Source: an optimization exercise on an open RTL-to-GDS flow (aim: small area, a short achievable clock period and few clock cycles per item). Production flows keep margins and buffers that such runs may drop. Function was checked by simulation only, so behaviour that the tests miss may differ from the original.

==> flow/run.sh <==
#!/bin/bash
# synth_recipe.tcl (not shown) runs the flow's synth.tcl, then flattens the netlist and writes it again
# the make line also repeats each setting of config.mk as NAME=value (left out here)
make -C /OpenROAD-flow-scripts/flow DESIGN_CONFIG=/design/flow/config.mk WORK_HOME=/design/flow/orfs CLKGATE_MAP_FILE= SYNTH_SCRIPT=/design/flow/synth_recipe.tcl finish
==> flow/config.mk <==
export PLATFORM = sky130hd
export DESIGN_NAME = aes256_cbc_dec
export DESIGN_NICKNAME = aes256_cbc_dec
export VERILOG_FILES = /design/flow/design.v
export SDC_FILE = /design/flow/constraint.sdc
export NUM_CORES = 8
export LEC_CHECK = 0
export CAP_MARGIN = 20
export CORE_MARGIN = 2
export CORE_UTILIZATION = 40
export SETUP_SLACK_MARGIN = 5
export SLEW_MARGIN = 20
==> flow/constraint.sdc <==
create_clock -name core_clock -period 12.0 [get_ports {clk}]
set_input_delay 2.4000 -clock core_clock [delete_from_list [all_inputs] [get_ports {clk}]]
set_output_delay 2.4000 -clock core_clock [all_outputs]
set_load 0.01 [all_outputs]
==> flow/design.v <==
module aes_sbox (
    input  wire [7:0] a,
    output wire [7:0] y
);
    wire n1 = a[0] ^ a[4];
    wire n2 = a[1] ^ a[4];
    wire n3 = n2 ^ a[6];
    wire n4 = a[3] ^ a[4];
    wire n5 = n4 ^ a[6];
    wire n6 = a[1] ^ a[2];
    wire n7 = n6 ^ a[6];
    wire n8 = n7 ^ a[7];
    wire n9 = a[2] ^ a[3];
    wire n10 = n9 ^ a[5];
    wire n11 = n10 ^ a[7];
    wire n12 = n6 ^ a[3];
    wire n13 = n12 ^ a[4];
    wire n14 = n13 ^ a[5];
    wire n15 = n14 ^ a[6];
    wire n16 = a[5] ^ a[7];
    wire n17 = n8 ^ n4;
    wire n18 = n3 ^ a[7];
    wire n19 = a[2] ^ a[5];
    wire n20 = n5 ^ n19;
    wire n21 = a[2] ^ a[7];
    wire n22 = n5 ^ n21;
    wire n23 = a[1] & n1;
    wire n24 = n11 & n3;
    wire n25 = n23 ^ n24;
    wire n26 = n11 ^ a[1];
    wire n27 = a[1] ^ a[6];
    wire n28 = a[0] ^ n27;
    wire n29 = n26 & n28;
    wire n30 = n23 ^ n29;
    wire n31 = a[3] ^ a[6];
    wire n32 = a[0] ^ n31;
    wire n33 = n21 ^ a[4];
    wire n34 = n20 & n32;
    wire n35 = n33 & n9;
    wire n36 = n34 ^ n35;
    wire n37 = a[5] ^ a[6];
    wire n38 = a[4] ^ n37;
    wire n39 = n22 ^ a[0];
    wire n40 = n38 & n39;
    wire n41 = n34 ^ n40;
    wire n42 = n25 ^ n36;
    wire n43 = n30 ^ n41;
    wire n44 = n15 & n5;
    wire n45 = n16 & n8;
    wire n46 = n44 ^ n45;
    wire n47 = n13 ^ a[7];
    wire n48 = n17 & n47;
    wire n49 = n44 ^ n48;
    wire n50 = n45 ^ n48;
    wire n51 = n25 ^ n50;
    wire n52 = n30 ^ n46;
    wire n53 = n17 ^ n51;
    wire n54 = n52 ^ n16;
    wire n55 = n18 ^ n42;
    wire n56 = n22 ^ n43;
    wire n57 = a[1] ^ a[3];
    wire n58 = n1 ^ n57;
    wire n59 = a[6] ^ a[7];
    wire n60 = n9 ^ n59;
    wire n61 = a[0] ^ a[6];
    wire n62 = n21 ^ n61;
    wire n63 = n51 ^ n62;
    wire n64 = n10 ^ a[6];
    wire n65 = n52 ^ n64;
    wire n66 = n9 ^ a[6];
    wire n67 = n42 ^ n66;
    wire n68 = n2 ^ a[3];
    wire n69 = n43 ^ n68;
    wire n70 = n24 ^ n29;
    wire n71 = n40 ^ a[2];
    wire n72 = n35 ^ n71;
    wire n73 = n70 ^ n72;
    wire n74 = n3 ^ n73;
    wire n75 = n63 & n67;
    wire n76 = n65 & n69;
    wire n77 = n75 ^ n76;
    wire n78 = a[0] ^ a[3];
    wire n79 = n70 ^ n78;
    wire n80 = n49 ^ n79;
    wire n81 = n16 ^ n80;
    wire n82 = n74 & n81;
    wire n83 = n75 ^ n82;
    wire n84 = n67 ^ n77;
    wire n85 = n74 ^ n83;
    wire n86 = n77 ^ a[5];
    wire n87 = n49 ^ n86;
    wire n88 = n36 ^ n87;
    wire n89 = n30 ^ n88;
    wire n90 = n62 ^ n89;
    wire n91 = n40 ^ a[5];
    wire n92 = n35 ^ n91;
    wire n93 = n83 ^ n92;
    wire n94 = n46 ^ n93;
    wire n95 = n25 ^ n94;
    wire n96 = n68 ^ n95;
    wire n97 = n82 ^ a[0];
    wire n98 = n76 ^ n97;
    wire n99 = n70 ^ n98;
    wire n100 = n50 ^ n99;
    wire n101 = n41 ^ n100;
    wire n102 = n17 ^ n101;
    wire n103 = n78 ^ a[7];
    wire n104 = n50 ^ n103;
    wire n105 = n36 ^ n104;
    wire n106 = n41 ^ n46;
    wire n107 = n19 ^ n106;
    wire n108 = n3 ^ n107;
    wire n109 = n102 & n105;
    wire n110 = n108 & n96;
    wire n111 = n109 ^ n110;
    wire n112 = n35 ^ n40;
    wire n113 = a[0] ^ a[7];
    wire n114 = n112 ^ n113;
    wire n115 = n49 ^ n114;
    wire n116 = n15 ^ n115;
    wire n117 = n116 & n90;
    wire n118 = n109 ^ n117;
    wire n119 = n102 & n67;
    wire n120 = n69 & n96;
    wire n121 = n119 ^ n120;
    wire n122 = n74 & n90;
    wire n123 = n119 ^ n122;
    wire n124 = n1 ^ a[1];
    wire n125 = n15 ^ a[7];
    wire n126 = n6 ^ a[5];
    wire n127 = n7 ^ a[5];
    wire n128 = n111 & n124;
    wire n129 = n118 & n125;
    wire n130 = n128 ^ n129;
    wire n131 = n11 ^ n61;
    wire n132 = n110 ^ n117;
    wire n133 = n131 & n132;
    wire n134 = n128 ^ n133;
    wire n135 = n1 ^ n19;
    wire n136 = n4 ^ a[7];
    wire n137 = n111 ^ n121;
    wire n138 = n118 ^ n123;
    wire n139 = n135 & n137;
    wire n140 = n136 & n138;
    wire n141 = n139 ^ n140;
    wire n142 = n11 ^ a[0];
    wire n143 = n120 ^ n122;
    wire n144 = n132 ^ n143;
    wire n145 = n142 & n144;
    wire n146 = n139 ^ n145;
    wire n147 = n130 ^ n141;
    wire n148 = n134 ^ n146;
    wire n149 = n121 & n126;
    wire n150 = n123 & n127;
    wire n151 = n149 ^ n150;
    wire n152 = a[6] & n143;
    wire n153 = n149 ^ n152;
    wire n154 = n150 ^ n152;
    wire n155 = n130 ^ n154;
    wire n156 = n134 ^ n151;
    wire n157 = a[1] & n111;
    wire n158 = n11 & n118;
    wire n159 = n157 ^ n158;
    wire n160 = n132 & n26;
    wire n161 = n157 ^ n160;
    wire n162 = n137 & n20;
    wire n163 = n138 & n9;
    wire n164 = n162 ^ n163;
    wire n165 = n144 & n38;
    wire n166 = n162 ^ n165;
    wire n167 = n159 ^ n164;
    wire n168 = n161 ^ n166;
    wire n169 = n121 & n15;
    wire n170 = n123 & n16;
    wire n171 = n169 ^ n170;
    wire n172 = n143 & n17;
    wire n173 = n169 ^ n172;
    wire n174 = n170 ^ n172;
    wire n175 = n159 ^ n174;
    wire n176 = n161 ^ n171;
    assign y[0] = ~(n155 ^ n147 ^ n148 ^ n167);
    assign y[1] = ~(n155 ^ n156 ^ n168);
    assign y[2] = n155 ^ n156 ^ n147 ^ n175 ^ n167 ^ n168;
    assign y[3] = n155 ^ n147 ^ n148;
    assign y[4] = n155 ^ n175 ^ n176 ^ n168;
    assign y[5] = ~(n147 ^ n148 ^ n168);
    assign y[6] = ~(n175 ^ n167);
    assign y[7] = n147 ^ n168;
endmodule
module inv_in_map (
    input  wire [7:0] a,
    output wire [7:0] y
);
    assign y[0] = ~(a[1] ^ a[2] ^ a[3] ^ a[7]);
    assign y[1] = a[2] ^ a[4];
    assign y[2] = ~(a[0] ^ a[1] ^ a[2] ^ a[3] ^ a[6]);
    assign y[3] = ~(a[1] ^ a[2] ^ a[5] ^ a[6]);
    assign y[4] = ~(a[1] ^ a[2] ^ a[7]);
    assign y[5] = a[3] ^ a[4] ^ a[5] ^ a[6];
    assign y[6] = ~(a[0] ^ a[3]);
    assign y[7] = a[1] ^ a[2] ^ a[6] ^ a[7];
endmodule
module inv_core (
    input  wire [7:0] a,
    output wire [7:0] y
);
    wire n1 = a[4] ^ a[5];
    wire n2 = n1 ^ a[6];
    wire n3 = n2 ^ a[7];
    wire n4 = a[5] ^ a[7];
    wire n5 = a[0] & a[4];
    wire n6 = a[1] & a[5];
    wire n7 = n5 ^ n6;
    wire n8 = a[0] ^ a[1];
    wire n9 = n1 & n8;
    wire n10 = n5 ^ n9;
    wire n11 = a[4] ^ a[6];
    wire n12 = a[0] ^ a[2];
    wire n13 = a[1] ^ a[3];
    wire n14 = n11 & n12;
    wire n15 = n13 & n4;
    wire n16 = n14 ^ n15;
    wire n17 = a[2] ^ a[3];
    wire n18 = n8 ^ n17;
    wire n19 = n18 & n3;
    wire n20 = n14 ^ n19;
    wire n21 = n7 ^ n16;
    wire n22 = n10 ^ n20;
    wire n23 = a[2] & a[6];
    wire n24 = a[3] & a[7];
    wire n25 = n23 ^ n24;
    wire n26 = a[6] ^ a[7];
    wire n27 = n17 & n26;
    wire n28 = n23 ^ n27;
    wire n29 = n24 ^ n27;
    wire n30 = n7 ^ n28;
    wire n31 = n10 ^ n29;
    wire n32 = n3 ^ n30;
    wire n33 = n31 ^ n4;
    wire n34 = n21 ^ a[5];
    wire n35 = n22 ^ a[4];
    wire n36 = n8 ^ a[3];
    wire n37 = a[1] ^ a[2];
    wire n38 = n32 ^ n36;
    wire n39 = n33 ^ n37;
    wire n40 = n34 ^ n17;
    wire n41 = n35 ^ a[3];
    wire n42 = n6 ^ n9;
    wire n43 = n19 ^ a[2];
    wire n44 = n15 ^ n43;
    wire n45 = n42 ^ n44;
    wire n46 = n1 ^ n45;
    wire n47 = n38 & n40;
    wire n48 = n39 & n41;
    wire n49 = n47 ^ n48;
    wire n50 = n42 ^ a[3];
    wire n51 = n25 ^ n50;
    wire n52 = n12 ^ n51;
    wire n53 = n11 ^ n52;
    wire n54 = n46 & n53;
    wire n55 = n47 ^ n54;
    wire n56 = n41 ^ n49;
    wire n57 = n40 ^ n55;
    wire n58 = n49 ^ a[6];
    wire n59 = n25 ^ n58;
    wire n60 = n20 ^ n59;
    wire n61 = n12 ^ n60;
    wire n62 = n7 ^ n61;
    wire n63 = a[1] ^ a[7];
    wire n64 = n55 ^ n63;
    wire n65 = n29 ^ n64;
    wire n66 = n16 ^ n65;
    wire n67 = n50 ^ n66;
    wire n68 = n15 ^ n19;
    wire n69 = n48 ^ n54;
    wire n70 = n68 ^ n69;
    wire n71 = n28 ^ n70;
    wire n72 = n26 ^ n71;
    wire n73 = n10 ^ n72;
    wire n74 = n18 ^ n73;
    wire n75 = a[2] ^ a[7];
    wire n76 = n28 ^ n75;
    wire n77 = n16 ^ n76;
    wire n78 = n11 ^ n77;
    wire n79 = n8 ^ n78;
    wire n80 = n29 ^ n75;
    wire n81 = n20 ^ n80;
    wire n82 = n13 ^ n81;
    wire n83 = n1 ^ n82;
    wire n84 = n74 & n79;
    wire n85 = n67 & n83;
    wire n86 = n84 ^ n85;
    wire n87 = a[0] ^ a[3];
    wire n88 = a[5] ^ a[6];
    wire n89 = n87 ^ n88;
    wire n90 = n68 ^ n89;
    wire n91 = n25 ^ n90;
    wire n92 = n62 & n91;
    wire n93 = n84 ^ n92;
    wire n94 = n40 & n74;
    wire n95 = n41 & n67;
    wire n96 = n94 ^ n95;
    wire n97 = n46 & n62;
    wire n98 = n94 ^ n97;
    wire n99 = a[0] ^ a[4];
    wire n100 = a[1] ^ a[5];
    wire n101 = a[2] ^ a[6];
    wire n102 = a[3] ^ a[7];
    wire n103 = n86 & n99;
    wire n104 = n100 & n93;
    wire n105 = n103 ^ n104;
    wire n106 = n1 ^ n8;
    wire n107 = n85 ^ n92;
    wire n108 = n106 & n107;
    wire n109 = n103 ^ n108;
    wire n110 = n11 ^ n12;
    wire n111 = n4 ^ n13;
    wire n112 = n86 ^ n96;
    wire n113 = n93 ^ n98;
    wire n114 = n110 & n112;
    wire n115 = n111 & n113;
    wire n116 = n114 ^ n115;
    wire n117 = n3 ^ n18;
    wire n118 = n95 ^ n97;
    wire n119 = n107 ^ n118;
    wire n120 = n117 & n119;
    wire n121 = n114 ^ n120;
    wire n122 = n105 ^ n116;
    wire n123 = n109 ^ n121;
    wire n124 = n101 & n96;
    wire n125 = n102 & n98;
    wire n126 = n124 ^ n125;
    wire n127 = n17 ^ n26;
    wire n128 = n118 & n127;
    wire n129 = n124 ^ n128;
    wire n130 = n125 ^ n128;
    wire n131 = n105 ^ n129;
    wire n132 = n109 ^ n130;
    wire n133 = a[4] & n86;
    wire n134 = a[5] & n93;
    wire n135 = n133 ^ n134;
    wire n136 = n1 & n107;
    wire n137 = n133 ^ n136;
    wire n138 = n11 & n112;
    wire n139 = n113 & n4;
    wire n140 = n138 ^ n139;
    wire n141 = n119 & n3;
    wire n142 = n138 ^ n141;
    wire n143 = n135 ^ n140;
    wire n144 = n137 ^ n142;
    wire n145 = a[6] & n96;
    wire n146 = a[7] & n98;
    wire n147 = n145 ^ n146;
    wire n148 = n118 & n26;
    wire n149 = n145 ^ n148;
    wire n150 = n146 ^ n148;
    wire n151 = n135 ^ n149;
    wire n152 = n137 ^ n150;
    assign y[0] = n131;
    assign y[1] = n132;
    assign y[2] = n122;
    assign y[3] = n123;
    assign y[4] = n151;
    assign y[5] = n152;
    assign y[6] = n143;
    assign y[7] = n144;
endmodule
module inv_out_map (
    input  wire [7:0] a,
    output wire [7:0] y
);
    assign y[0] = a[0] ^ a[1] ^ a[2] ^ a[5] ^ a[6];
    assign y[1] = a[4] ^ a[6] ^ a[7];
    assign y[2] = a[1] ^ a[4];
    assign y[3] = a[1] ^ a[4] ^ a[5] ^ a[6] ^ a[7];
    assign y[4] = a[1] ^ a[3] ^ a[4] ^ a[5] ^ a[7];
    assign y[5] = a[1] ^ a[2] ^ a[6] ^ a[7];
    assign y[6] = a[2] ^ a[3];
    assign y[7] = a[1] ^ a[2] ^ a[6];
endmodule
module inv_key_map (
    input  wire [7:0] a,
    output wire [7:0] y
);
    assign y[0] = a[0] ^ a[1] ^ a[4] ^ a[6];
    assign y[1] = a[3] ^ a[4] ^ a[6] ^ a[7];
    assign y[2] = a[1] ^ a[2] ^ a[5];
    assign y[3] = a[1] ^ a[2] ^ a[5] ^ a[6];
    assign y[4] = a[2] ^ a[3] ^ a[4] ^ a[6] ^ a[7];
    assign y[5] = a[1] ^ a[4] ^ a[6] ^ a[7];
    assign y[6] = a[1] ^ a[2] ^ a[3] ^ a[4] ^ a[5] ^ a[6];
    assign y[7] = a[5] ^ a[7];
endmodule
module inv_col_map (
    input  wire [31:0] a,
    output wire [31:0] y
);
    assign y[0] = ~(a[0] ^ a[2] ^ a[9] ^ a[17] ^ a[19] ^ a[20] ^ a[22] ^ a[23] ^ a[24] ^ a[25] ^ a[27] ^ a[29] ^ a[31]);
    assign y[1] = a[0] ^ a[2] ^ a[3] ^ a[6] ^ a[10] ^ a[11] ^ a[12] ^ a[15] ^ a[16] ^ a[23] ^ a[27] ^ a[28] ^ a[29] ^ a[30] ^ a[31];
    assign y[2] = ~(a[0] ^ a[4] ^ a[5] ^ a[8] ^ a[9] ^ a[11] ^ a[13] ^ a[14] ^ a[16] ^ a[17] ^ a[18] ^ a[19] ^ a[22] ^ a[25] ^ a[26] ^ a[27] ^ a[30]);
    assign y[3] = ~(a[2] ^ a[7] ^ a[8] ^ a[11] ^ a[13] ^ a[14] ^ a[15] ^ a[16] ^ a[26] ^ a[29] ^ a[30]);
    assign y[4] = ~(a[1] ^ a[3] ^ a[5] ^ a[6] ^ a[8] ^ a[9] ^ a[14] ^ a[16] ^ a[17] ^ a[20] ^ a[25] ^ a[26] ^ a[27] ^ a[28] ^ a[29] ^ a[31]);
    assign y[5] = a[0] ^ a[1] ^ a[2] ^ a[8] ^ a[9] ^ a[10] ^ a[11] ^ a[16] ^ a[19] ^ a[20] ^ a[24] ^ a[25] ^ a[28] ^ a[31];
    assign y[6] = ~(a[0] ^ a[1] ^ a[5] ^ a[6] ^ a[7] ^ a[9] ^ a[10] ^ a[13] ^ a[15] ^ a[18] ^ a[21] ^ a[22] ^ a[26] ^ a[28] ^ a[29] ^ a[31]);
    assign y[7] = a[1] ^ a[5] ^ a[7] ^ a[8] ^ a[10] ^ a[11] ^ a[12] ^ a[13] ^ a[16] ^ a[20] ^ a[25] ^ a[26];
    assign y[8] = ~(a[0] ^ a[1] ^ a[3] ^ a[5] ^ a[7] ^ a[8] ^ a[10] ^ a[17] ^ a[25] ^ a[27] ^ a[28] ^ a[30] ^ a[31]);
    assign y[9] = a[3] ^ a[4] ^ a[5] ^ a[6] ^ a[7] ^ a[8] ^ a[10] ^ a[11] ^ a[14] ^ a[18] ^ a[19] ^ a[20] ^ a[23] ^ a[24] ^ a[31];
    assign y[10] = ~(a[1] ^ a[2] ^ a[3] ^ a[6] ^ a[8] ^ a[12] ^ a[13] ^ a[16] ^ a[17] ^ a[19] ^ a[21] ^ a[22] ^ a[24] ^ a[25] ^ a[26] ^ a[27] ^ a[30]);
    assign y[11] = ~(a[2] ^ a[5] ^ a[6] ^ a[10] ^ a[15] ^ a[16] ^ a[19] ^ a[21] ^ a[22] ^ a[23] ^ a[24]);
    assign y[12] = ~(a[1] ^ a[2] ^ a[3] ^ a[4] ^ a[5] ^ a[7] ^ a[9] ^ a[11] ^ a[13] ^ a[14] ^ a[16] ^ a[17] ^ a[22] ^ a[24] ^ a[25] ^ a[28]);
    assign y[13] = a[0] ^ a[1] ^ a[4] ^ a[7] ^ a[8] ^ a[9] ^ a[10] ^ a[16] ^ a[17] ^ a[18] ^ a[19] ^ a[24] ^ a[27] ^ a[28];
    assign y[14] = ~(a[2] ^ a[4] ^ a[5] ^ a[7] ^ a[8] ^ a[9] ^ a[13] ^ a[14] ^ a[15] ^ a[17] ^ a[18] ^ a[21] ^ a[23] ^ a[26] ^ a[29] ^ a[30]);
    assign y[15] = a[1] ^ a[2] ^ a[9] ^ a[13] ^ a[15] ^ a[16] ^ a[18] ^ a[19] ^ a[20] ^ a[21] ^ a[24] ^ a[28];
    assign y[16] = ~(a[1] ^ a[3] ^ a[4] ^ a[6] ^ a[7] ^ a[8] ^ a[9] ^ a[11] ^ a[13] ^ a[15] ^ a[16] ^ a[18] ^ a[25]);
    assign y[17] = a[0] ^ a[7] ^ a[11] ^ a[12] ^ a[13] ^ a[14] ^ a[15] ^ a[16] ^ a[18] ^ a[19] ^ a[22] ^ a[26] ^ a[27] ^ a[28] ^ a[31];
    assign y[18] = ~(a[0] ^ a[1] ^ a[2] ^ a[3] ^ a[6] ^ a[9] ^ a[10] ^ a[11] ^ a[14] ^ a[16] ^ a[20] ^ a[21] ^ a[24] ^ a[25] ^ a[27] ^ a[29] ^ a[30]);
    assign y[19] = ~(a[0] ^ a[10] ^ a[13] ^ a[14] ^ a[18] ^ a[23] ^ a[24] ^ a[27] ^ a[29] ^ a[30] ^ a[31]);
    assign y[20] = ~(a[0] ^ a[1] ^ a[4] ^ a[9] ^ a[10] ^ a[11] ^ a[12] ^ a[13] ^ a[15] ^ a[17] ^ a[19] ^ a[21] ^ a[22] ^ a[24] ^ a[25] ^ a[30]);
    assign y[21] = a[0] ^ a[3] ^ a[4] ^ a[8] ^ a[9] ^ a[12] ^ a[15] ^ a[16] ^ a[17] ^ a[18] ^ a[24] ^ a[25] ^ a[26] ^ a[27];
    assign y[22] = ~(a[2] ^ a[5] ^ a[6] ^ a[10] ^ a[12] ^ a[13] ^ a[15] ^ a[16] ^ a[17] ^ a[21] ^ a[22] ^ a[23] ^ a[25] ^ a[26] ^ a[29] ^ a[31]);
    assign y[23] = a[0] ^ a[4] ^ a[9] ^ a[10] ^ a[17] ^ a[21] ^ a[23] ^ a[24] ^ a[26] ^ a[27] ^ a[28] ^ a[29];
    assign y[24] = ~(a[1] ^ a[9] ^ a[11] ^ a[12] ^ a[14] ^ a[15] ^ a[16] ^ a[17] ^ a[19] ^ a[21] ^ a[23] ^ a[24] ^ a[26]);
    assign y[25] = a[2] ^ a[3] ^ a[4] ^ a[7] ^ a[8] ^ a[15] ^ a[19] ^ a[20] ^ a[21] ^ a[22] ^ a[23] ^ a[24] ^ a[26] ^ a[27] ^ a[30];
    assign y[26] = ~(a[0] ^ a[1] ^ a[3] ^ a[5] ^ a[6] ^ a[8] ^ a[9] ^ a[10] ^ a[11] ^ a[14] ^ a[17] ^ a[18] ^ a[19] ^ a[22] ^ a[24] ^ a[28] ^ a[29]);
    assign y[27] = ~(a[0] ^ a[3] ^ a[5] ^ a[6] ^ a[7] ^ a[8] ^ a[18] ^ a[21] ^ a[22] ^ a[26] ^ a[31]);
    assign y[28] = ~(a[0] ^ a[1] ^ a[6] ^ a[8] ^ a[9] ^ a[12] ^ a[17] ^ a[18] ^ a[19] ^ a[20] ^ a[21] ^ a[23] ^ a[25] ^ a[27] ^ a[29] ^ a[30]);
    assign y[29] = a[0] ^ a[1] ^ a[2] ^ a[3] ^ a[8] ^ a[11] ^ a[12] ^ a[16] ^ a[17] ^ a[20] ^ a[23] ^ a[24] ^ a[25] ^ a[26];
    assign y[30] = ~(a[1] ^ a[2] ^ a[5] ^ a[7] ^ a[10] ^ a[13] ^ a[14] ^ a[18] ^ a[20] ^ a[21] ^ a[23] ^ a[24] ^ a[25] ^ a[29] ^ a[30] ^ a[31]);
    assign y[31] = a[0] ^ a[2] ^ a[3] ^ a[4] ^ a[5] ^ a[8] ^ a[12] ^ a[17] ^ a[18] ^ a[25] ^ a[29] ^ a[31];
endmodule
module aes_inv_sbox (
    input  wire [7:0] a,
    output wire [7:0] y
);
    wire n1 = a[1] ^ a[2];
    wire n2 = n1 ^ a[3];
    wire n3 = n2 ^ a[7];
    wire n4 = ~n3;
    wire n5 = a[2] ^ a[4];
    wire n6 = a[0] ^ a[1];
    wire n7 = n1 ^ a[0];
    wire n8 = n2 ^ a[0];
    wire n9 = n8 ^ a[6];
    wire n10 = ~n9;
    wire n11 = n1 ^ a[5];
    wire n12 = n11 ^ a[6];
    wire n13 = ~n12;
    wire n14 = n1 ^ a[7];
    wire n15 = ~n14;
    wire n16 = a[3] ^ a[4];
    wire n17 = n16 ^ a[5];
    wire n18 = n17 ^ a[6];
    wire n19 = a[0] ^ a[3];
    wire n20 = ~n19;
    wire n21 = n1 ^ a[6];
    wire n22 = n14 ^ a[6];
    wire n23 = n18 ^ n15;
    wire n24 = n23 ^ n20;
    wire n25 = n15 ^ n20;
    wire n26 = a[4] ^ a[5];
    wire n27 = n25 ^ n26;
    wire n28 = n3 ^ n27;
    wire n29 = n3 ^ n26;
    wire n30 = n15 & n4;
    wire n31 = n18 & n5;
    wire n32 = n30 ^ n31;
    wire n33 = n5 ^ n4;
    wire n34 = n23 & n33;
    wire n35 = n30 ^ n34;
    wire n36 = n4 ^ n10;
    wire n37 = n5 ^ n13;
    wire n38 = n25 & n36;
    wire n39 = n29 & n37;
    wire n40 = n38 ^ n39;
    wire n41 = n10 ^ n13;
    wire n42 = n33 ^ n41;
    wire n43 = n28 & n42;
    wire n44 = n38 ^ n43;
    wire n45 = n32 ^ n40;
    wire n46 = n35 ^ n44;
    wire n47 = n10 & n20;
    wire n48 = n13 & n22;
    wire n49 = n47 ^ n48;
    wire n50 = n22 ^ n20;
    wire n51 = n41 & n50;
    wire n52 = n47 ^ n51;
    wire n53 = n48 ^ n51;
    wire n54 = n32 ^ n52;
    wire n55 = n35 ^ n53;
    wire n56 = n28 ^ n54;
    wire n57 = n29 ^ n55;
    wire n58 = n18 ^ n45;
    wire n59 = n46 ^ n15;
    wire n60 = n33 ^ n13;
    wire n61 = n5 ^ n10;
    wire n62 = n13 ^ a[1];
    wire n63 = n4 ^ n62;
    wire n64 = a[5] ^ a[7];
    wire n65 = a[3] ^ n64;
    wire n66 = n63 ^ n65;
    wire n67 = n25 ^ n66;
    wire n68 = n54 ^ n67;
    wire n69 = n10 ^ a[1];
    wire n70 = n65 ^ n69;
    wire n71 = n55 ^ n70;
    wire n72 = n58 ^ n41;
    wire n73 = n59 ^ n13;
    wire n74 = n10 ^ n31;
    wire n75 = n39 ^ n43;
    wire n76 = n34 ^ n75;
    wire n77 = n74 ^ n76;
    wire n78 = n23 ^ n77;
    wire n79 = n68 & n72;
    wire n80 = n71 & n73;
    wire n81 = n79 ^ n80;
    wire n82 = n31 ^ n34;
    wire n83 = n13 ^ n82;
    wire n84 = n49 ^ n83;
    wire n85 = n36 ^ n84;
    wire n86 = n25 ^ n85;
    wire n87 = n78 & n86;
    wire n88 = n79 ^ n87;
    wire n89 = n73 ^ n81;
    wire n90 = n72 ^ n88;
    wire n91 = n81 ^ n20;
    wire n92 = n49 ^ n91;
    wire n93 = n44 ^ n92;
    wire n94 = n36 ^ n93;
    wire n95 = n32 ^ n94;
    wire n96 = a[1] ^ a[4];
    wire n97 = a[6] ^ a[7];
    wire n98 = n96 ^ n97;
    wire n99 = n88 ^ n98;
    wire n100 = n53 ^ n99;
    wire n101 = n40 ^ n100;
    wire n102 = n83 ^ n101;
    wire n103 = n13 ^ n20;
    wire n104 = n80 ^ n87;
    wire n105 = n30 ^ n104;
    wire n106 = n103 ^ n105;
    wire n107 = n52 ^ n106;
    wire n108 = n36 ^ n107;
    wire n109 = n76 ^ n108;
    wire n110 = n98 ^ n109;
    wire n111 = n40 ^ n52;
    wire n112 = n36 ^ n111;
    wire n113 = n25 ^ n112;
    wire n114 = n98 ^ n113;
    wire n115 = n13 ^ n15;
    wire n116 = n53 ^ n115;
    wire n117 = n44 ^ n116;
    wire n118 = n70 ^ n117;
    wire n119 = n110 & n114;
    wire n120 = n102 & n118;
    wire n121 = n119 ^ n120;
    wire n122 = n103 ^ n4;
    wire n123 = n75 ^ n122;
    wire n124 = n49 ^ n123;
    wire n125 = n18 ^ n124;
    wire n126 = n125 & n95;
    wire n127 = n119 ^ n126;
    wire n128 = n110 & n72;
    wire n129 = n102 & n73;
    wire n130 = n128 ^ n129;
    wire n131 = n78 & n95;
    wire n132 = n128 ^ n131;
    wire n133 = n4 ^ n15;
    wire n134 = a[2] ^ a[3];
    wire n135 = a[5] ^ a[6];
    wire n136 = n134 ^ n135;
    wire n137 = n10 ^ n20;
    wire n138 = n22 ^ n13;
    wire n139 = n121 & n133;
    wire n140 = n127 & n136;
    wire n141 = n139 ^ n140;
    wire n142 = n136 ^ n133;
    wire n143 = n120 ^ n126;
    wire n144 = n142 & n143;
    wire n145 = n139 ^ n144;
    wire n146 = n25 ^ n36;
    wire n147 = n65 ^ n62;
    wire n148 = n121 ^ n130;
    wire n149 = n127 ^ n132;
    wire n150 = n146 & n148;
    wire n151 = n147 & n149;
    wire n152 = n150 ^ n151;
    wire n153 = n67 ^ n10;
    wire n154 = n129 ^ n131;
    wire n155 = n143 ^ n154;
    wire n156 = n153 & n155;
    wire n157 = n150 ^ n156;
    wire n158 = n141 ^ n152;
    wire n159 = n145 ^ n157;
    wire n160 = n130 & n137;
    wire n161 = n132 & n138;
    wire n162 = n160 ^ n161;
    wire n163 = n50 ^ n41;
    wire n164 = n154 & n163;
    wire n165 = n160 ^ n164;
    wire n166 = n161 ^ n164;
    wire n167 = n141 ^ n165;
    wire n168 = n145 ^ n166;
    wire n169 = n121 & n15;
    wire n170 = n127 & n18;
    wire n171 = n169 ^ n170;
    wire n172 = n143 & n23;
    wire n173 = n169 ^ n172;
    wire n174 = n148 & n25;
    wire n175 = n149 & n29;
    wire n176 = n174 ^ n175;
    wire n177 = n155 & n28;
    wire n178 = n174 ^ n177;
    wire n179 = n171 ^ n176;
    wire n180 = n173 ^ n178;
    wire n181 = n130 & n20;
    wire n182 = n132 & n22;
    wire n183 = n181 ^ n182;
    wire n184 = n154 & n50;
    wire n185 = n181 ^ n184;
    wire n186 = n182 ^ n184;
    wire n187 = n171 ^ n185;
    wire n188 = n173 ^ n186;
    assign y[0] = n167 ^ n168 ^ n158 ^ n188 ^ n179;
    assign y[1] = n187 ^ n179 ^ n180;
    assign y[2] = n168 ^ n187;
    assign y[3] = n168 ^ n187 ^ n188 ^ n179 ^ n180;
    assign y[4] = n168 ^ n159 ^ n187 ^ n188 ^ n180;
    assign y[5] = n168 ^ n158 ^ n179 ^ n180;
    assign y[6] = n158 ^ n159;
    assign y[7] = n168 ^ n158 ^ n179;
endmodule
module aes256_cbc_dec (
    input  wire         clk,
    input  wire         rst,           
    input  wire         key_valid,
    output wire         key_ready,
    input  wire [255:0] key,
    input  wire [127:0] iv,
    input  wire         in_valid,
    output wire         in_ready,
    input  wire [127:0] in_block,
    input  wire         in_last,
    output wire         out_valid,
    input  wire         out_ready,
    output wire [127:0] out_block,
    output wire         out_last,
    output wire         out_pad_ok,
    output wire [4:0]   out_pad_len
);
    reg        open;       
    reg        kgot;       
    reg        kexp;       
    reg        kvalid;     
    reg [3:0]  kcnt;       
    reg        busy;       
    reg [3:0]  rnd;        
    reg        outv;       
    reg        cur_last;   
    reg [127:0] st;        
    reg [127:0] prev;      
    reg [255:0] kf;        
    reg [255:0] kw;        
    wire [31:0] f7   = kf[31:0];
    wire [31:0] frot = kcnt[0] ? f7 : {f7[23:0], f7[31:24]};
    wire [31:0] fsub;
    aes_sbox u_fs0 (.a(frot[31:24]), .y(fsub[31:24]));
    aes_sbox u_fs1 (.a(frot[23:16]), .y(fsub[23:16]));
    aes_sbox u_fs2 (.a(frot[15:8]),  .y(fsub[15:8]));
    aes_sbox u_fs3 (.a(frot[7:0]),   .y(fsub[7:0]));
    wire [7:0]  frcon = kcnt[0] ? 8'h00 : (8'h01 << kcnt[3:1]);
    wire [31:0] fn0 = kf[255:224] ^ fsub ^ {frcon, 24'h0};
    wire [31:0] fn1 = kf[223:192] ^ fn0;
    wire [31:0] fn2 = kf[191:160] ^ fn1;
    wire [31:0] fn3 = kf[159:128] ^ fn2;
    wire [255:0] kf_next = {kf[127:0], fn0, fn1, fn2, fn3};
    wire [31:0] b3   = kw[159:128];
    wire [31:0] brot = rnd[0] ? {b3[23:0], b3[31:24]} : b3;
    wire [31:0] bsub;
    aes_sbox u_bs0 (.a(brot[31:24]), .y(bsub[31:24]));
    aes_sbox u_bs1 (.a(brot[23:16]), .y(bsub[23:16]));
    aes_sbox u_bs2 (.a(brot[15:8]),  .y(bsub[15:8]));
    aes_sbox u_bs3 (.a(brot[7:0]),   .y(bsub[7:0]));
    wire [7:0]  brcon = rnd[0] ? (8'h01 << rnd[3:1]) : 8'h00;
    wire [31:0] bp0 = kw[127:96] ^ bsub ^ {brcon, 24'h0};
    wire [31:0] bp1 = kw[127:96] ^ kw[95:64];
    wire [31:0] bp2 = kw[95:64]  ^ kw[63:32];
    wire [31:0] bp3 = kw[63:32]  ^ kw[31:0];
    wire [255:0] kw_next = {bp0, bp1, bp2, bp3, kw[255:128]};
    wire [127:0] sr;
    genvar gr, gc;
    generate
        for (gc = 0; gc < 4; gc = gc + 1) begin : g_sr_c
            for (gr = 0; gr < 4; gr = gr + 1) begin : g_sr_r
                assign sr[127 - 8*(gr + 4*gc) -: 8] =
                       st[127 - 8*(gr + 4*((gc - gr + 4) % 4)) -: 8];
            end
        end
    endgenerate
    wire [127:0] inv, rkt, ark_t, pt_r, st_in;
    genvar gb;
    generate
        for (gb = 0; gb < 16; gb = gb + 1) begin : g_sb
            inv_core    u_inv (.a(sr[8*gb +: 8]),      .y(inv[8*gb +: 8]));
            inv_key_map u_key (.a(kw[128 + 8*gb +: 8]), .y(rkt[8*gb +: 8]));
            inv_out_map u_out (.a(ark_t[8*gb +: 8]),   .y(pt_r[8*gb +: 8]));
            inv_in_map  u_in  (.a(in_block[8*gb +: 8] ^ kf[8*gb +: 8]), .y(st_in[8*gb +: 8]));
        end
    endgenerate
    assign ark_t = inv ^ rkt;
    wire [127:0] mc;
    generate
        for (gc = 0; gc < 4; gc = gc + 1) begin : g_mc
            inv_col_map u_col (.a({ark_t[103 - 32*gc -: 8], ark_t[111 - 32*gc -: 8],
                                   ark_t[119 - 32*gc -: 8], ark_t[127 - 32*gc -: 8]}),
                               .y({mc[103 - 32*gc -: 8], mc[111 - 32*gc -: 8],
                                   mc[119 - 32*gc -: 8], mc[127 - 32*gc -: 8]}));
        end
    endgenerate
    assign key_ready = kgot && (!busy || rnd == 4'd0);
    assign in_ready  = busy && (cur_last ? (rnd == 4'd13) : (rnd == 4'd0));
    assign out_valid = outv;
    wire key_acc = key_valid && key_ready;
    wire kload   = key_valid && !open && !kgot;
    wire st_free = !busy && (!outv || out_ready);
    wire start   = in_valid && open && kvalid && st_free;
    always @(posedge clk) begin
        if (rst) begin
            open   <= 1'b0;
            kgot   <= 1'b0;
            kexp   <= 1'b0;
            kvalid <= 1'b0;
            busy   <= 1'b0;
            outv   <= 1'b0;
        end else begin
            if (kload) begin
                kgot   <= 1'b1;
                kexp   <= 1'b1;
                kvalid <= 1'b0;
                kcnt   <= 4'd0;
            end else if (kexp) begin
                kcnt <= kcnt + 4'd1;
                if (kcnt == 4'd12) begin
                    kexp   <= 1'b0;
                    kvalid <= 1'b1;
                end
            end
            if (key_acc) begin
                kgot <= 1'b0;
                open <= 1'b1;
            end
            if (busy && cur_last && rnd == 4'd13)
                open <= 1'b0;
            if (start) begin
                busy     <= 1'b1;
                rnd      <= 4'd13;
                cur_last <= in_last;
                outv     <= 1'b0;
            end else begin
                if (busy) begin
                    rnd <= rnd - 4'd1;
                    if (rnd == 4'd0) begin
                        busy <= 1'b0;
                        outv <= 1'b1;
                    end
                end
                if (outv && out_ready)
                    outv <= 1'b0;
            end
        end
    end
    always @(posedge clk) begin
        if (kload)
            kf <= key;
        else if (kexp)
            kf <= kf_next;
        kw <= start ? kf : kw_next;
        if (start)
            st <= st_in;
        else if (busy)
            st <= (rnd == 4'd0) ? (pt_r ^ prev) : mc;
        if (key_acc)
            prev <= iv;
        else if (busy && rnd == 4'd0 && !cur_last)
            prev <= in_block;
    end
    wire [7:0] pad = st[7:0];
    reg        pad_ok;
    integer    k;
    always @(*) begin
        pad_ok = (pad != 8'd0) && (pad <= 8'd16);
        for (k = 2; k <= 16; k = k + 1)
            if (k <= pad && st[8*(k-1) +: 8] != pad)
                pad_ok = 1'b0;
    end
    assign out_block   = st;
    assign out_last    = cur_last;
    assign out_pad_ok  = cur_last & pad_ok;
    assign out_pad_len = (cur_last & pad_ok) ? pad[4:0] : 5'd0;
endmodule
==> impl_results.md <==
- TritonCTS clock tree: yes
- Final period util: 58.3%
- Syn Area/Cell: 8.97 um^2
- Crit path time final: 7.00 ns
- Root buf cell: clkbuf_16
- Final Instance Area: 113,000 um^2
- Sequential fraction of the synthesis area: 22.5%
- Vias in the first global route: 77,100
- Pin count of the biggest net entering global routing: 192
- Max transition margin: 15.2%
- Drt via density: 5.67
- YS warnings: 1
- Critical Path Max Stage Delay: 0.53 ns
- Drt first pass iters: 6
- Max Cap Violations: 0
- Worst setup SP type: flop
- Flop2flop setup slack: 5.01 ns
- Post-synth EDFFs: 521
- Skew final: 0.0976 ns
- # setup viols final: 0
- Routed WL per cell: 31.6 um
- Critical path, cell by cell: buf_8, inv_1, ha_1, a221oi_2, a21oi_1, nor4_2, o2111ai_1, nor4_4, buf_4, and2_1, clkdlybuf4s50_1
- Fmax: 0.143 GHz
- CP arrival: 4.60 ns
- Worst-path clk slew: 0.06 ns
- Wire length of the first global-routing pass: 611 mm
- Die Height: 486 um
- DP Wirelength: 365 mm
- Die area: 236,000 um^2
- Critical path start-end classification: flop to primary output
- CP max stage cell: clkdlybuf4s50_1
- Gpl congestion: 1.09
- Cells after Synth: 10,300
- Top FF cell, synth: edfxtp_1
- Syn Std Cell Area: 92,800 um^2
- I/O pin cnt: 656
- CTS Buf Count: 99
- Setup crit end kind: primary output
- M1 wire length: 179 mm
- Clk buf depth: 3
- Residual DRC: 0
- Top layer in use: met5
- Clock sink count: 783
- Worst Path Required: 9.60 ns
- Setup TNS: 0 ns
- Synthesis-to-finish area growth: 21.8%
- Num rows: 176
- Vias: 80,900
- Initial Util: 40.3%
- Final hold vios: 0
- Status: timing/DRC/antenna clean
- GRT Overall Usage: 36.8%
- Die span in x: 486 um
- Count of cell types in the netlist: 121
- Mapped Nets: 11,000
- Latest clock arrival within the worst-skew pair: 0.76 ns
- CP max FO: 19
- DRT Wirelength: 452 mm
- Input/output buffers: 655
- DP Area: 103,000 um^2
- Fillers: 21,600
- Slew Limit Fails: 0
- Cell class contributing the biggest share of worst-path delay: buffers and inverters
- Detail Route Antenna Nets: 0
- H-tree depth: 3
- Nets: 11,800
- Initial DRC count: 9,941
- Slew @ Worst Pin: 1.27 ns
- Fraction of layout cells with a size suffix above 1: 13.1%
- Initial antenna violation count: 33
- Core Region: 230,000 um^2
- Synth Register Bits: 783
- Hold WC Path Type: flop to flop
- Gr ovfl total: 0
- DR WL met2: 190 mm
- Worst Path Buf+Inv: 4
- Fraction of registers with async set/reset: 0%
- RSZ-0062 raised after global routing: yes
- Met3 WL: 44.2 mm
[repair_timing]
| action | CTS | global route |
|---|---|---|
| setup endpoints to repair | 240 | 195 |
| setup buffers | 130 | 171 |
| hold endpoints to repair | 0 | 0 |
| gates cloned | 0 | 3 |
| gates resized for setup | 286 | 313 |
| pin swaps | 25 | 40 |
| hold buffers | 0 | 0 |
[logic make-up after synthesis]
family	after synthesis	share of synthesized area [%]
xor gates and xnor gates	4384	46.8
and+or+nand+nor	2884	13.1
AOI/OAI and AO/OA	1145	7.95
DFF	783	22.5
buffers and inverters	599	2.81
muxes	367	4.49
adders and majority gates	179	2.39
[layer usage]
layer,global-route usage [%],up-vias
li1,-,35800
met1,48.7,39800
met2,54.5,4437
met3,6.22,938
met4,25.3,26
met5,0,-
[worst min-delay path: stages (launching register included)]
cell and delay [ns]:
dfxtp_1 0.32, nand2_1 0.05, nand2_1 0.05
[final cells by class]
class                           instances  area [um^2]  share of cell area (%)
Timing Repair inverter                  1         11.3                 0.00996
Clock buffer                          132         2800                    2.48
Timing Repair Buffer                 1181        11000                    9.71
Clock inverter                         55          627                   0.555
Tap cell                             3026         3790                    3.35
Antenna cell                            9         22.5                  0.0199
Inverter                              131          524                   0.464
Multi-Input combinational cell       8959        73400                    64.9
Sequential cell                       783        20900                    18.5
[cell usage after synthesis (all sizes together) (79+ instances only)]
| library cell | count | area [um^2] |
|---|---|---|
| edfxtp | 521 | 15600 |
| xor2 | 1127 | 10100 |
| xnor3 | 272 | 6130 |
| inv | 131 | 499 |
| nand2 | 1873 | 7030 |
| ha | 168 | 2100 |
| dfxtp | 262 | 5250 |
| nor2 | 477 | 1820 |
| xnor2 | 2944 | 26200 |
| mux2i | 275 | 3120 |
| buf | 173 | 995 |
| and2 | 79 | 499 |
| a21oi | 256 | 1290 |
| mux2 | 91 | 1030 |
| clkbuf | 295 | 1110 |
| o21ai | 387 | 1960 |
[stage by stage]
step | cells | util [%] | hold slack (ns) | worst slack (ns)
6_report | 14300 | 49.1 | 0.458 | 5.00
5_1_grt | 14300 | 49.1 | 0.485 | 4.90
4_1_cts | 14100 | 47.5 | 0.459 | 4.92
3_5_place_dp | 13800 | 44.7 | 0.442 | 3.35
3_3_place_gp | 13800 | 44.6 | 0.446 | 3.19
2_1_floorplan | 10300 | - | 0.434 | 4.93
[flip-flops by register name, summed over array words and instances, names as in the netlist]
register / flops
kw: 256
kexp: 1
kvalid: 1
st: 128
kf: 256
cur_last: 1
kcnt: 4
outv: 1
rnd: 4
kgot: 1
busy: 1
prev: 128
open: 1
[cell usage in the layout (no fill, tap or decap), drive strengths merged, types with 25 or more instances in the layout]
cell type,count
a211oi,44
a21o,41
a21oi,256
a22oi,56
a31oi,28
and2,79
and3,25
buf,523
clkbuf,135
clkdlybuf4s50,655
clkinv,28
dfxtp,262
edfxtp,521
ha,168
inv,143
mux2,91
mux2i,275
nand2,1873
nand2b,68
nand3,74
nor2,477
nor2b,49
nor3,74
o211ai,63
o21ai,387
o22ai,35
or2,40
or3,25
xnor2,2944
xnor3,272
xor2,1127
xor3,41
[path summary, 6_finish.rpt]
| kind | start | end | cells after the start |
|---|---|---|---|
| min reg2reg | kw[164]$_DFF_P_ | kw[36]$_DFF_P_ | 2 |
| min | kw[164]$_DFF_P_ | kw[36]$_DFF_P_ | 2 |
| max | st[0]$_DFFE_PN_ | out_pad_len[2] | 11 |
| max reg2reg | st[76]$_DFFE_PN_ | st[14]$_DFFE_PN_ | 22 |
Testbench counts, summed over its fixed seeds: cycles 31,202, blocks 2,062.

-- what the ideal ports hide --
The results above use ideal ports. As a check the final layout listed here was re-extracted and re-timed, cells and wires unchanged.
Step 1 assumes that a clkbuf_16 drives the clock port and a buf_2 every other input.
Step 2 adds t to the input delays and takes it off the output delays; t is the mean of the earliest and latest rising clock arrival at the registers after step 1. Input paths then give back, and output paths get back, about the clock's delay inside the block.
Three values: ideal, step 1, step 2; two values: the first two.
shift t [ns]: 0.815
setup WS [ns]: 5.001 / 4.899 / 5.011
worst hold slack (ns): 0.458 / 0.458 / 0.458
slew at the worst register clock pin (ns): 0.08 / 0.08
worst data-port slew with drivers (ns): 0.12
After both steps setup and hold are still met in this run. The setup slack of this run moves by -0.102 ns with the drivers and by +0.010 ns with both steps.
